From an optimization exercise on the open Yosys and OpenROAD flow, aimed at small area; shortcuts taken in it are not production practice. Function was checked by simulation only, so behaviour that the tests miss may differ from the original. Power figures rest on the tool's default switching activity, not on a simulated workload.

trial 89:
==> flow/design.v (excerpt) <==
module rdm630_core (
    input  wire         clk,
    input  wire         rst,         
    input  wire         rx_valid,
    input  wire [7:0]   rx_data,
    output wire         rx_ready,
    input  wire         eval,
    output wire         res_valid,
    output wire [1:0]   res,
    output wire         fvalid,
    output wire [111:0] frame,
    output wire         xst,
    output wire [39:0]  card,
    output wire [7:0]   csum,
    output wire [7:0]   p6
);
    localparam integer FRAME_LEN = 14;
    reg [4:0]   cursor;                  
    reg         in_frame;
    reg         pfx_ok;                  
    reg [111:0] sr;                      
    reg [111:0] frame_q;                 
    reg         fvalid_q;
    assign rx_ready = ~cursor[4] & ~rst;
    wire rx_fire  = rx_valid & rx_ready;
    wire is_start = (rx_data == 8'h02);
    wire is_end   = (rx_data == 8'h03);
    wire is_hex   = ((rx_data[7:4] == 4'h3) & (rx_data[3:0] <= 4'h9)) |
                    ((rx_data[7:4] == 4'h4) & (rx_data[3:0] >= 4'h1) &
                                              (rx_data[3:0] <= 4'h6));
    wire start  = rx_fire & is_start;
    wire append = rx_fire & in_frame & ~is_start;
    wire take   = start | append;        
    wire at13 = (cursor == 5'd13);
    wire at14 = (cursor == 5'd14);
    wire ge14 = (cursor[4] | (cursor[3:1] == 3'b111));
    wire ge15 = (cursor[4] | (cursor[3:0] == 4'hF));
    wire [4:0] cursor_rx   = start ? 5'd1 : append ? cursor + 5'd1 : cursor;
    wire       in_frame_rx = start | (in_frame & ~(rx_fire & is_end));
    wire       ok_rx       = start | (pfx_ok & ~(append & ~(at13 ? is_end : is_hex)));
    wire [111:0] sr_rx = take ? {sr[103:0], rx_data} : sr;
    wire do_eval = eval & ~rst;
  ...
Size: roughly 190 I/O pins.
clock: 10.0 ns
lec_check: 0
cap_margin: 20
core_margin: 2
core_utilization: 75
slew_margin: 20
standard.sh (not shown) runs the stock make flow with config.mk's settings and CLKGATE_MAP_FILE= SYNTH_SCRIPT=/design/flow/synth_recipe.tcl, a recipe that flattens the netlist after the stock synthesis.
==> flow/flow/run.sh <==
#!/bin/bash
# Layout flow:
#  1. the standard synthesis, unchanged (standard.sh synth).
#  2. The combinational cells of that netlist are re-mapped for area with
#     Yosys/ABC; every flip-flop instance is kept as it is (same name, same
#     cell, same connections).
#  3. The rest of the standard ORFS flow, except that the port buffers use the
#     smallest buffer cell, and clock tree synthesis clusters more sinks per
#     leaf buffer and adds no dummy loads.
# Each tool's output goes to a log file of its own in this folder.
set -euo pipefail
here=$(pwd)
R=$here/orfs/results/${FLOW_PLATFORM}/rdm630_core/base
LIB=$FLOW_HOME/platforms/${FLOW_PLATFORM}/lib/sky130_fd_sc_hd__tt_025C_1v80.lib

bash standard.sh synth > log_1_synth.log 2>&1

# --- area re-mapping of the combinational logic ---
cp "$R/1_2_yosys.v" "$here/std_synth.v"
python3 flow/mkmap.py "$LIB" > "$here/cellmap.v"
DU=$(sed -n '/^export DONT_USE_CELLS += /,/^$/p' "$FLOW_HOME/platforms/${FLOW_PLATFORM}/config.mk" \
     | tr -s ' \\\t' '\n' | grep '^sky130' | sort -u | sed 's/^/-dont_use /' | tr '\n' ' ')
cat > "$here/remap.ys" <<EOS
read_liberty -lib $LIB
read_verilog $here/std_synth.v
hierarchy -top $FLOW_TOP
techmap -map $here/cellmap.v
techmap
opt -fast -purge
abc -liberty $LIB $DU -script $here/flow/remap.abc
opt_clean -purge
rename -enumerate -pattern rmw_% w:\$*
rename -enumerate -pattern rmc_% c:\$*
stat -liberty $LIB
write_verilog -noattr -nohex -nodec $here/remapped.v
EOS
yosys -s "$here/remap.ys" > log_2_remap.log 2>&1
cp "$here/remapped.v" "$R/1_2_yosys.v"
rm -f "$R/1_synth.odb" "$R/1_synth.sdc"

bash standard.sh \
  "BUFFER_PORTS_ARGS=-buffer_cell sky130_fd_sc_hd__buf_1" \
  "CTS_ARGS=-sink_clustering_enable -repair_clock_nets -dont_use_dummy_load -sink_clustering_size 30 -sink_clustering_max_diameter 40 -buf_list {sky130_fd_sc_hd__clkbuf_16}" \
  finish > log_3_layout.log 2>&1
Other scripts of this flow, unchanged in this note and not shown: flow/flow/mkmap.py, flow/flow/remap.abc
Modified inputs, build 94 compared to trial 89
# trial 89
export LEC_CHECK = 0
export CAP_MARGIN = 20
export CORE_MARGIN = 2
export CORE_UTILIZATION = 75
export SLEW_MARGIN = 20
create_clock -name core_clock -period 10.0 [get_ports {clk}]
# build 94
export LEC_CHECK = 0
export CAP_MARGIN = 20
export CORE_MARGIN = 2
export CORE_UTILIZATION = 65
export SLEW_MARGIN = 20
create_clock -name core_clock -period 10.0 [get_ports {clk}]
--- a/flow/flow/run.sh
+++ b/flow/flow/run.sh
@@ -42,3 +42,3 @@
   "BUFFER_PORTS_ARGS=-buffer_cell sky130_fd_sc_hd__buf_1" \
-  "CTS_ARGS=-sink_clustering_enable -repair_clock_nets -dont_use_dummy_load -sink_clustering_size 30 -sink_clustering_max_diameter 40 -buf_list {sky130_fd_sc_hd__clkbuf_16}" \
+  "CTS_ARGS=-sink_clustering_enable -repair_clock_nets -dont_use_dummy_load -sink_clustering_size 20 -sink_clustering_max_diameter 60 -buf_list {sky130_fd_sc_hd__clkbuf_4 sky130_fd_sc_hd__clkbuf_8}" \
   finish > log_3_layout.log 2>&1
--- outcome ---
Worst path setup slack after routing was higher in the run labelled build 94. Changes observed in build 94 relative to trial 89: iteration-0 DRC count of the detailed router now smaller; total power went down about 18%; met2 wirelength from detailed routing saw a decrease; area added between synthesis and finish now smaller. For the register share of the cell area, build 94 came in 2.0 points higher than trial 89 did. Area: build 94 vs trial 89 -> build 94 smaller. Trial 89 -> build 94: weighted congestion at the end of routability-driven global placement decreased by a few percent. Compared with trial 89, in build 94 final critical path time including I/O delays and setup shrank by 8.8 ps, required arrival time at the worst endpoint held steady. Route | build 94 vs trial 89 | wire shorter in build 94.

-- separate check: timing with driven ports --
The flow's constraints put no driver on any port. The routed layouts listed below were extracted and timed again, unchanged, in two steps.
Step 1 (the two cells are an assumption about what drives the block):
set clk [get_ports {clk}]
set_driving_cell -lib_cell sky130_fd_sc_hd__clkbuf_16 $clk
set_driving_cell -lib_cell sky130_fd_sc_hd__buf_2 [delete_from_list [all_inputs] $clk]
Step 2, shift: input delay + t, output delay - t, t = (earliest + latest rising clock arrival at the registers) / 2. This alone moves slack from input paths to output paths.
Three values: no drivers, after step 1, after step 2; two values: the first two.
run | shift t [ns] | setup slack, ns | worst register clock-pin slew, ns | worst data-port slew with drivers (ns)
trial 89 | 0.510 | 3.929 / 3.903 / 3.903 | 0.08 / 0.08 | 0.06
build 94 | 0.506 | 3.938 / 3.918 / 3.918 | 0.12 / 0.12 | 0.03
After both steps every run listed still meets setup and hold. For trial 89, which loses most, drivers alone change the setup slack by -0.026 ns; drivers and shift together by -0.026 ns.
